This design comes from an exercise in tuning for small area, a short achievable clock period and few clock cycles per item on the open sky130 flow, not from production work. Where RTL was checked, it was by simulation tests only, not by an equivalence proof against the original. No activity file was given, so power comes from the tool's default toggle rates.

==> run M <==
Design cpu16, start of the top module:
module cpu16 (
    input  wire         clk,
    input  wire         rst,           
    input  wire [15:0]  reset_pc,
    input  wire [15:0]  reset_sp,
    input  wire         step_valid,
    input  wire         step_irq,      
    input  wire [7:0]   step_vector,
    output wire         step_ready,
    output wire         step_done,
    output wire [127:0] regs,          
    output wire [15:0]  sr_out,
    output wire         halted,
    output wire [1:0]   fault_kind,
    output wire [15:0]  fault_pc,
    output wire [16:0]  fault_info,
    output reg          mem_req,
    output reg          mem_we,
    output reg  [15:0]  mem_addr,
    output reg  [15:0]  mem_wdata,
    output reg  [1:0]   mem_be,
    input  wire [15:0]  mem_rdata,
    input  wire         mem_ready
);
clock: 8.0 ns
lec_check: 0
cap_margin: 20
core_margin: 2
core_utilization: 25
place_density: 0.45
slew_margin: 20
run.sh (not shown) runs the stock make flow with config.mk's settings and CLKGATE_MAP_FILE= SYNTH_SCRIPT=/design/flow/synth_recipe.tcl, a recipe that flattens the netlist after the stock synthesis.
==> run X (differences from run M) <==
--- a/flow/config.mk
+++ b/flow/config.mk
@@ -9,4 +9,4 @@
 export CORE_MARGIN = 2
-export CORE_UTILIZATION = 25
-export PLACE_DENSITY = 0.45
+export CORE_UTILIZATION = 40
+export PLACE_DENSITY = 0.6
 export SLEW_MARGIN = 20
==> reports/summary.txt <==
Outcome: timing/DRC/antenna clean
First-pass GRT wire length: 203,000 um
Post-Layout Cell Count: 4,062
GR Layer Usage met2: 66.9%
Worst EP arrival: 6070 ps
Post-Route WL: 148,000 um
Initial antenna violation count: 7
Tapcells: 765
Area share of buffers outside the clock network: 14.3%
Core Area: 0.0575 mm2
Vias per cell: 7.30
Multi-input logic portion of the cell area: 59.1%
Total iterations of the first detailed-routing run: 15
Starting Density: 40.3%
Fraction of area in registers: 18.7%
Die height: 245 um
CP peak stage delay: 920 ps
Source of the figures above: run X

==> reports/summary.txt <==
First-pass GRT wire length: 215,000 um
GRT Util Overall: 31.7%
Post-Route WL: 156,000 um
CP Data Required Time: 6400 ps
Outcome: timing/DRC/antenna clean
CP peak stage delay: 570 ps
Tapcells: 1,186
Final instance area: 0.0285 mm2
Initial antenna violation count: 15
RSZ-0062 raised after global routing: false
GR Layer Usage met2: 46.8%
Worst EP arrival: 5810 ps
DR WL/cell: 34.8 um
Avg Cell Area, Syn: 7.59 um2
Fraction of area in registers: 18.4%
Clock share of power: 10.3%
Starting Density: 25.2%
Final hold viol count: 0
Area share of buffers outside the clock network: 14.0%
Total iterations of the first detailed-routing run: 9
Source of the figures above: run M

Testbench counts of run M, summed over its fixed seeds: cycles 110,991, steps 54,336.
Testbench counts of run X, summed over its fixed seeds: cycles 110,991, steps 54,336.

========
==> inputs of build 7 <==
cpu16, a different RTL version from the one above (not shown whole).
Design cpu16, start of the top module:
module cpu16 (
    input  wire         clk,
    input  wire         rst,           
    input  wire [15:0]  reset_pc,
    input  wire [15:0]  reset_sp,
    input  wire         step_valid,
    input  wire         step_irq,      
    input  wire [7:0]   step_vector,
    output wire         step_ready,
    output wire         step_done,
    output wire [127:0] regs,          
    output wire [15:0]  sr_out,
    output wire         halted,
    output wire [1:0]   fault_kind,
    output wire [15:0]  fault_pc,
    output wire [16:0]  fault_info,
    output reg          mem_req,
    output reg          mem_we,
    output reg  [15:0]  mem_addr,
    output reg  [15:0]  mem_wdata,
    output reg  [1:0]   mem_be,
    input  wire [15:0]  mem_rdata,
    input  wire         mem_ready
);
Settings: LEC_CHECK=0, CAP_MARGIN=20, CORE_MARGIN=2, CORE_UTILIZATION=25, PLACE_DENSITY=0.45, SETUP_SLACK_MARGIN=2.0, SLEW_MARGIN=20; clock period 8.0 ns.
standard.sh (not shown) runs the stock make flow with config.mk's settings and CLKGATE_MAP_FILE= SYNTH_SCRIPT=/design/flow/synth_recipe.tcl, a recipe that flattens the netlist after the stock synthesis.
==> flow/flow/run.sh <==
#!/bin/bash
export BUFFER_PORTS_ARGS="-buffer_cell sky130_fd_sc_hd__buf_2"
bash standard.sh > standard.log 2>&1
==> inputs of build 15, as changes to build 7 <==
--- a/flow/design.v
+++ b/flow/design.v
@@ -40,15 +40,14 @@
     reg         done_r;
     reg         fbad;       
     reg [1:0]   mvhl;       
     wire        hlt = |fkind;
     wire [15:0] r6  = rf[111:96];
     wire [15:0] r7  = rf[127:112];
     reg  st_idle, st_ex, st_mv2;      
-    reg  st_wb, st_brx;
     wire [4:0] op = ir[15:11];
     function [15:0] decr(input [15:0] x, input a2, input a4);
         reg c;
         integer i, j;
         begin
             decr[0] = x[0];
             decr[1] = x[1] ^ a2;
@@ -56,15 +55,15 @@
                 c = 1'b1;
                 for (j = 2; j < i; j = j + 1)
                     c = c & !x[j];
                 decr[i] = x[i] ^ (c & (a4 | (a2 & !x[1])));
             end
         end
     endfunction
-    localparam integer PD_W = 27;
+    localparam integer PD_W = 25;
     function [PD_W-1:0] predec(input [15:0] w);
         reg [4:0] o;
         reg mv, f2, f0, ill;
         reg [2:0] am, dmd;
         begin
             o  = w[15:11];
             mv = (o == 5'd0);
@@ -81,17 +80,14 @@
                       (w[5:3] == 3'd4) || (w[8] && w[5]);
             else
                 ill = (w[10:8] > 3'd5) || (!w[10] && (w[7:3] != 5'd0)) ||
                       ((o == 5'd29) && (w[10:8] != 3'd4));
             am  = mv ? w[8:6] : (f2 ? w[7:5] : w[10:8]);
             dmd = mv ? w[5:3] : w[10:8];
             predec = {
-                !(f2 && w[10:8] == 3'd7 && o != 5'd4) && !(o == 5'd2 && w[2:0] == 3'd6) &&
-                !(o == 5'd2 && w[2:0] == 3'd7) && !(mv && w[2:0] == 3'd7),
-                mv && (w[8:6] == 3'd0 || w[8:6] == 3'd4) && (w[5:3] == 3'd0) && (w[2:0] != 3'd7),
                 mv,                                               
                 (o == 5'd1),                                      
                 (o == 5'd2),                                      
                 f2,                                               
                 (o == 5'd4),                                      
                 (o == 5'd11),                                     
                 (o >= 5'd12) && (o <= 5'd25),                     
@@ -101,18 +97,15 @@
                 ((o >= 5'd12) && (o <= 5'd17)) || (o == 5'd24) || (o == 5'd26),  
                 ill,                                              
                 am,                                               
                 dmd,                                              
                 f2 ? w[10:8] : w[2:0],                            
                 (am == 3'd1) || (am == 3'd3),                     
                 (am == 3'd0) || (am == 3'd4),                     
-                (f2 && (am == 3'd0 || am == 3'd4) && !(w[10:8] == 3'd7 && o != 5'd4)) ||
-                ((o >= 5'd12) && (o <= 5'd25) && (am == 3'd0 || am == 3'd4)) ||
-                ((o == 5'd11) && am == 3'd0 && w[2:0] != 3'd7),
-                (((o >= 5'd12) && (o <= 5'd17)) || (o == 5'd24)) && am == 3'd0};
+                2'b00};
         end
     endfunction
     reg  [PD_W-1:0] pd;
     reg  [2:0]      ra_r;    
     reg  [15:0]     tgt_r;   
     reg  [7:0]      ra_oh, rd_oh;
     wire c_move = pd[24];
@@ -692,20 +685,15 @@
     wire mv_byte_l = hl_w && !hl[1] && hl[0];
     wire z_hi = (res[15:8] == 8'd0);
     wire z_lo = (res[7:0] == 8'd0);
     wire [2:0] flags = {mv_byte_l ? res[7] : res[15],
                         (mv_byte_l || z_hi) && (mv_byte_h || z_lo),
                         res_c};
     wire active = !st_idle;
-    wire slot_f = st_idle ||
-                  (st_ex && !fbad && !illegal1 && pd[1] && !(cond && pd[0])) ||
-                  (st_mv2 && pd[25] && !ext_illegal) ||
-                  (st_wb && pd[26]) ||
-                  (st_brx && !cond);
-    wire slot   = !hlt && slot_f;
+    wire slot   = !hlt && slot_ok;    
     wire f_req  = !step_irq && !rd_bad;            
     assign step_ready = hlt || (slot && (mem_ready || !f_req));
     wire accept = step_valid && step_ready && !hlt;
     wire [15:0] new_ir = step_irq ? {5'd29, 3'd4, step_vector} : mem_rdata;
     wire [PD_W-1:0] pd_new = predec(new_ir);
     wire rd_bad = (as[AS_PCE]  && pce_ffff) || (as[AS_AADJ] && (a_m4 ? a_0003 : a_0001)) ||
                   (as[AS_A]    && a_ffff)   || (as[AS_DADJ] && d_0001) ||
@@ -733,19 +721,14 @@
     end
     wire acc_ok = !(b_rd || b_wr) || mem_ready;
     wire go     = active && !f_now && acc_ok;
     wire [15:0] rd_m2 = mem_rdata - 16'd2;
     wire [15:0] wbus = ({16{wgd[0]}} & res) | ({16{wgd[1]}} & Aadj) | ({16{wgd[2]}} & Dadj);
     wire [15:0] spv = wspd ? spp2 : spm2;
     wire [15:0] r7_p2 = addr_bus + 16'd2;    
-    wire [8:0]  tg_lo = {1'b0, addr_bus[7:0]} + {1'b0, mem_rdata[7:0]};
-    wire [7:0]  tg_hi = (tg_lo[8] == mem_rdata[7]) ? addr_bus[15:8] :
-                        mem_rdata[7] ? addr_bus[15:8] - 8'd1 : addr_bus[15:8] + 8'd1;
-    always @(posedge clk)
-        tgt_r <= {tg_hi, tg_lo[7:0]};
     wire [15:0] r7_n = rst ? reset_pc :
                        (active && f_now) ? r7_arch :
                        (accept && !step_irq) ? r7_p2 :             
                        !go ? r7 :
                        (st_ex && c_move) ? r7_p2 :                 
                        wpcr ? res :
                        wpcm ? mem_rdata :
@@ -780,16 +763,14 @@
                       (active && f_now) ? M_IDLE :
                       go ? (fin ? M_IDLE : nms) : ms;
     always @(posedge clk) begin
         ms      <= ms_n;
         st_idle <= (ms_n == M_IDLE);
         st_ex   <= (ms_n == M_EX);
         st_mv2  <= (ms_n == M_MV2);
-        st_wb   <= (ms_n == M_WB);
-        st_brx  <= (ms_n == M_BRX);
     end
     always @(posedge clk) begin
         if (rst) begin
             sr     <= 16'd0;
             fkind  <= 2'd0;
             done_r <= 1'b0;
             fbad   <= 1'b0;
@@ -811,14 +792,15 @@
         end
     end
     always @(posedge clk) begin
         if (accept) begin
             ir   <= new_ir;
             pd   <= pd_new;
             ra_r <= new_ir[2:0];
+            tgt_r <= addr_bus + {{8{mem_rdata[7]}}, mem_rdata[7:0]};
             ra_oh <= 8'd1 << new_ir[2:0];
             rd_oh <= 8'd1 << (pd_new[21] ? new_ir[10:8] : new_ir[2:0]);
         end else if (go) begin
             if (wt)   t <= (wts == 2'd0) ? res : (wts == 2'd1) ? mem_rdata :
                              (wts == 2'd2) ? ~mem_rdata : rd_m2;
             if (wirt) ir <= t;
             if (st_ex && c_move && !dm[2]) begin
==> inputs of trial 43, as changes to build 7 <==
--- a/flow/design.v
+++ b/flow/design.v
@@ -40,15 +40,14 @@
     reg         done_r;
     reg         fbad;       
     reg [1:0]   mvhl;       
     wire        hlt = |fkind;
     wire [15:0] r6  = rf[111:96];
     wire [15:0] r7  = rf[127:112];
     reg  st_idle, st_ex, st_mv2;      
-    reg  st_wb, st_brx;
     wire [4:0] op = ir[15:11];
     function [15:0] decr(input [15:0] x, input a2, input a4);
         reg c;
         integer i, j;
         begin
             decr[0] = x[0];
             decr[1] = x[1] ^ a2;
@@ -56,15 +55,15 @@
                 c = 1'b1;
                 for (j = 2; j < i; j = j + 1)
                     c = c & !x[j];
                 decr[i] = x[i] ^ (c & (a4 | (a2 & !x[1])));
             end
         end
     endfunction
-    localparam integer PD_W = 27;
+    localparam integer PD_W = 25;
     function [PD_W-1:0] predec(input [15:0] w);
         reg [4:0] o;
         reg mv, f2, f0, ill;
         reg [2:0] am, dmd;
         begin
             o  = w[15:11];
             mv = (o == 5'd0);
@@ -81,17 +80,14 @@
                       (w[5:3] == 3'd4) || (w[8] && w[5]);
             else
                 ill = (w[10:8] > 3'd5) || (!w[10] && (w[7:3] != 5'd0)) ||
                       ((o == 5'd29) && (w[10:8] != 3'd4));
             am  = mv ? w[8:6] : (f2 ? w[7:5] : w[10:8]);
             dmd = mv ? w[5:3] : w[10:8];
             predec = {
-                !(f2 && w[10:8] == 3'd7 && o != 5'd4) && !(o == 5'd2 && w[2:0] == 3'd6) &&
-                !(o == 5'd2 && w[2:0] == 3'd7) && !(mv && w[2:0] == 3'd7),
-                mv && (w[8:6] == 3'd0 || w[8:6] == 3'd4) && (w[5:3] == 3'd0) && (w[2:0] != 3'd7),
                 mv,                                               
                 (o == 5'd1),                                      
                 (o == 5'd2),                                      
                 f2,                                               
                 (o == 5'd4),                                      
                 (o == 5'd11),                                     
                 (o >= 5'd12) && (o <= 5'd25),                     
@@ -101,18 +97,15 @@
                 ((o >= 5'd12) && (o <= 5'd17)) || (o == 5'd24) || (o == 5'd26),  
                 ill,                                              
                 am,                                               
                 dmd,                                              
                 f2 ? w[10:8] : w[2:0],                            
                 (am == 3'd1) || (am == 3'd3),                     
                 (am == 3'd0) || (am == 3'd4),                     
-                (f2 && (am == 3'd0 || am == 3'd4) && !(w[10:8] == 3'd7 && o != 5'd4)) ||
-                ((o >= 5'd12) && (o <= 5'd25) && (am == 3'd0 || am == 3'd4)) ||
-                ((o == 5'd11) && am == 3'd0 && w[2:0] != 3'd7),
-                (((o >= 5'd12) && (o <= 5'd17)) || (o == 5'd24)) && am == 3'd0};
+                2'b00};
         end
     endfunction
     reg  [PD_W-1:0] pd;
     reg  [2:0]      ra_r;    
     reg  [15:0]     tgt_r;   
     reg  [7:0]      ra_oh, rd_oh;
     wire c_move = pd[24];
@@ -692,20 +685,15 @@
     wire mv_byte_l = hl_w && !hl[1] && hl[0];
     wire z_hi = (res[15:8] == 8'd0);
     wire z_lo = (res[7:0] == 8'd0);
     wire [2:0] flags = {mv_byte_l ? res[7] : res[15],
                         (mv_byte_l || z_hi) && (mv_byte_h || z_lo),
                         res_c};
     wire active = !st_idle;
-    wire slot_f = st_idle ||
-                  (st_ex && !fbad && !illegal1 && pd[1] && !(cond && pd[0])) ||
-                  (st_mv2 && pd[25] && !ext_illegal) ||
-                  (st_wb && pd[26]) ||
-                  (st_brx && !cond);
-    wire slot   = !hlt && slot_f;
+    wire slot   = !hlt && slot_ok;    
     wire f_req  = !step_irq && !rd_bad;            
     assign step_ready = hlt || (slot && (mem_ready || !f_req));
     wire accept = step_valid && step_ready && !hlt;
     wire [15:0] new_ir = step_irq ? {5'd29, 3'd4, step_vector} : mem_rdata;
     wire [PD_W-1:0] pd_new = predec(new_ir);
     wire rd_bad = (as[AS_PCE]  && pce_ffff) || (as[AS_AADJ] && (a_m4 ? a_0003 : a_0001)) ||
                   (as[AS_A]    && a_ffff)   || (as[AS_DADJ] && d_0001) ||
@@ -733,19 +721,14 @@
     end
     wire acc_ok = !(b_rd || b_wr) || mem_ready;
     wire go     = active && !f_now && acc_ok;
     wire [15:0] rd_m2 = mem_rdata - 16'd2;
     wire [15:0] wbus = ({16{wgd[0]}} & res) | ({16{wgd[1]}} & Aadj) | ({16{wgd[2]}} & Dadj);
     wire [15:0] spv = wspd ? spp2 : spm2;
     wire [15:0] r7_p2 = addr_bus + 16'd2;    
-    wire [8:0]  tg_lo = {1'b0, addr_bus[7:0]} + {1'b0, mem_rdata[7:0]};
-    wire [7:0]  tg_hi = (tg_lo[8] == mem_rdata[7]) ? addr_bus[15:8] :
-                        mem_rdata[7] ? addr_bus[15:8] - 8'd1 : addr_bus[15:8] + 8'd1;
-    always @(posedge clk)
-        tgt_r <= {tg_hi, tg_lo[7:0]};
     wire [15:0] r7_n = rst ? reset_pc :
                        (active && f_now) ? r7_arch :
                        (accept && !step_irq) ? r7_p2 :             
                        !go ? r7 :
                        (st_ex && c_move) ? r7_p2 :                 
                        wpcr ? res :
                        wpcm ? mem_rdata :
@@ -780,16 +763,14 @@
                       (active && f_now) ? M_IDLE :
                       go ? (fin ? M_IDLE : nms) : ms;
     always @(posedge clk) begin
         ms      <= ms_n;
         st_idle <= (ms_n == M_IDLE);
         st_ex   <= (ms_n == M_EX);
         st_mv2  <= (ms_n == M_MV2);
-        st_wb   <= (ms_n == M_WB);
-        st_brx  <= (ms_n == M_BRX);
     end
     always @(posedge clk) begin
         if (rst) begin
             sr     <= 16'd0;
             fkind  <= 2'd0;
             done_r <= 1'b0;
             fbad   <= 1'b0;
@@ -811,14 +792,15 @@
         end
     end
     always @(posedge clk) begin
         if (accept) begin
             ir   <= new_ir;
             pd   <= pd_new;
             ra_r <= new_ir[2:0];
+            tgt_r <= addr_bus + {{8{mem_rdata[7]}}, mem_rdata[7:0]};
             ra_oh <= 8'd1 << new_ir[2:0];
             rd_oh <= 8'd1 << (pd_new[21] ? new_ir[10:8] : new_ir[2:0]);
         end else if (go) begin
             if (wt)   t <= (wts == 2'd0) ? res : (wts == 2'd1) ? mem_rdata :
                              (wts == 2'd2) ? ~mem_rdata : rd_m2;
             if (wirt) ir <= t;
             if (st_ex && c_move && !dm[2]) begin
Settings changed: SETUP_SLACK_MARGIN 2.0 to 3.0.
==> qor summary <==
Status: build 7 finished clean; trial 43 finished clean; build 15 finished clean
Antenna cell count: build 7 5; trial 43 1; build 15 3
Worst supply voltage drop on vdd: build 7 0.000226 V; trial 43 0.000296 V; build 15 0.000190 V
Category of the most critical setup path: build 7 reg2out; trial 43 reg2out; build 15 reg2reg
Sequential cell fraction of total power: build 7 0.166; trial 43 0.121; build 15 0.159
Number of buffers added for setup after CTS: build 7 99; trial 43 316; build 15 62
Detailed-route vias per instance: build 7 6.42; trial 43 6.41; build 15 6.41
Resized cells post-CTS: build 7 25; trial 43 429; build 15 41
Overall die height: build 7 322 um; trial 43 320 um; build 15 320 um
Total power per unit cell area: build 7 446 nW/um^2; trial 43 585 nW/um^2; build 15 541 nW/um^2
Pre-CTS worst setup slack: build 7 1.45 ns; trial 43 1.31 ns; build 15 1.01 ns
Portion of the layout cell area used by clock cells: build 7 0.0351; trial 43 0.0322; build 15 0.0383
Wire length of the first global-routing pass: build 7 245000 um; trial 43 247000 um; build 15 227000 um
Cell count along the critical path: build 7 12; trial 43 12; build 15 13
Total half-perimeter wirelength after legalization and detailed placement: build 7 136000 um; trial 43 133000 um; build 15 129000 um
Critical Path Sink Type: build 7 output pin; trial 43 output pin; build 15 register
Slew margin rel.: build 7 0.102; trial 43 0.207; build 15 0.173
Clock network power share: build 7 0.113; trial 43 0.079; build 15 0.100
Placed cell area: build 7 28400 um^2; trial 43 28200 um^2; build 15 28000 um^2
Testbench counts of build 7, summed over its fixed seeds: cycles 92,534, steps 54,336.
The RTL of build 15 and trial 43 was laid out without a check of its function.

## what the ideal ports hide
The results above use ideal ports. As a check the final layouts listed here were re-extracted and re-timed, cells and wires unchanged. Step 1, drivers: a clkbuf_16 drives clk and a buf_2 each remaining input, both assumed. Step 2 moves the port delays by t, midway between the first and last clock arrival at a register: inputs arrive t later, outputs are due t later. That takes back most of the time a late clock gives input paths. Slacks: no drivers / after step 1 / after step 2; pairs: no drivers / after step 1.
run | t (ns) | slack for setup (ns) | worst setup path at the end | pins driven straight from the clock port
run M | 0.664 | 0.592 / 0.524 / 0.934 | register to register | 1
run X | 0.659 | 0.332 / 0.272 / 0.932 | register to output | 1
build 7 | 0.645 | 1.978 / 1.909 / 2.034 | register to register | 1
build 15 | 0.638 | 1.943 / 1.936 / 1.943 | register to register | 1
trial 43 | 0.658 | 2.352 / 2.282 / 2.645 | register to register | 1
After both steps every run listed still meets setup and hold.
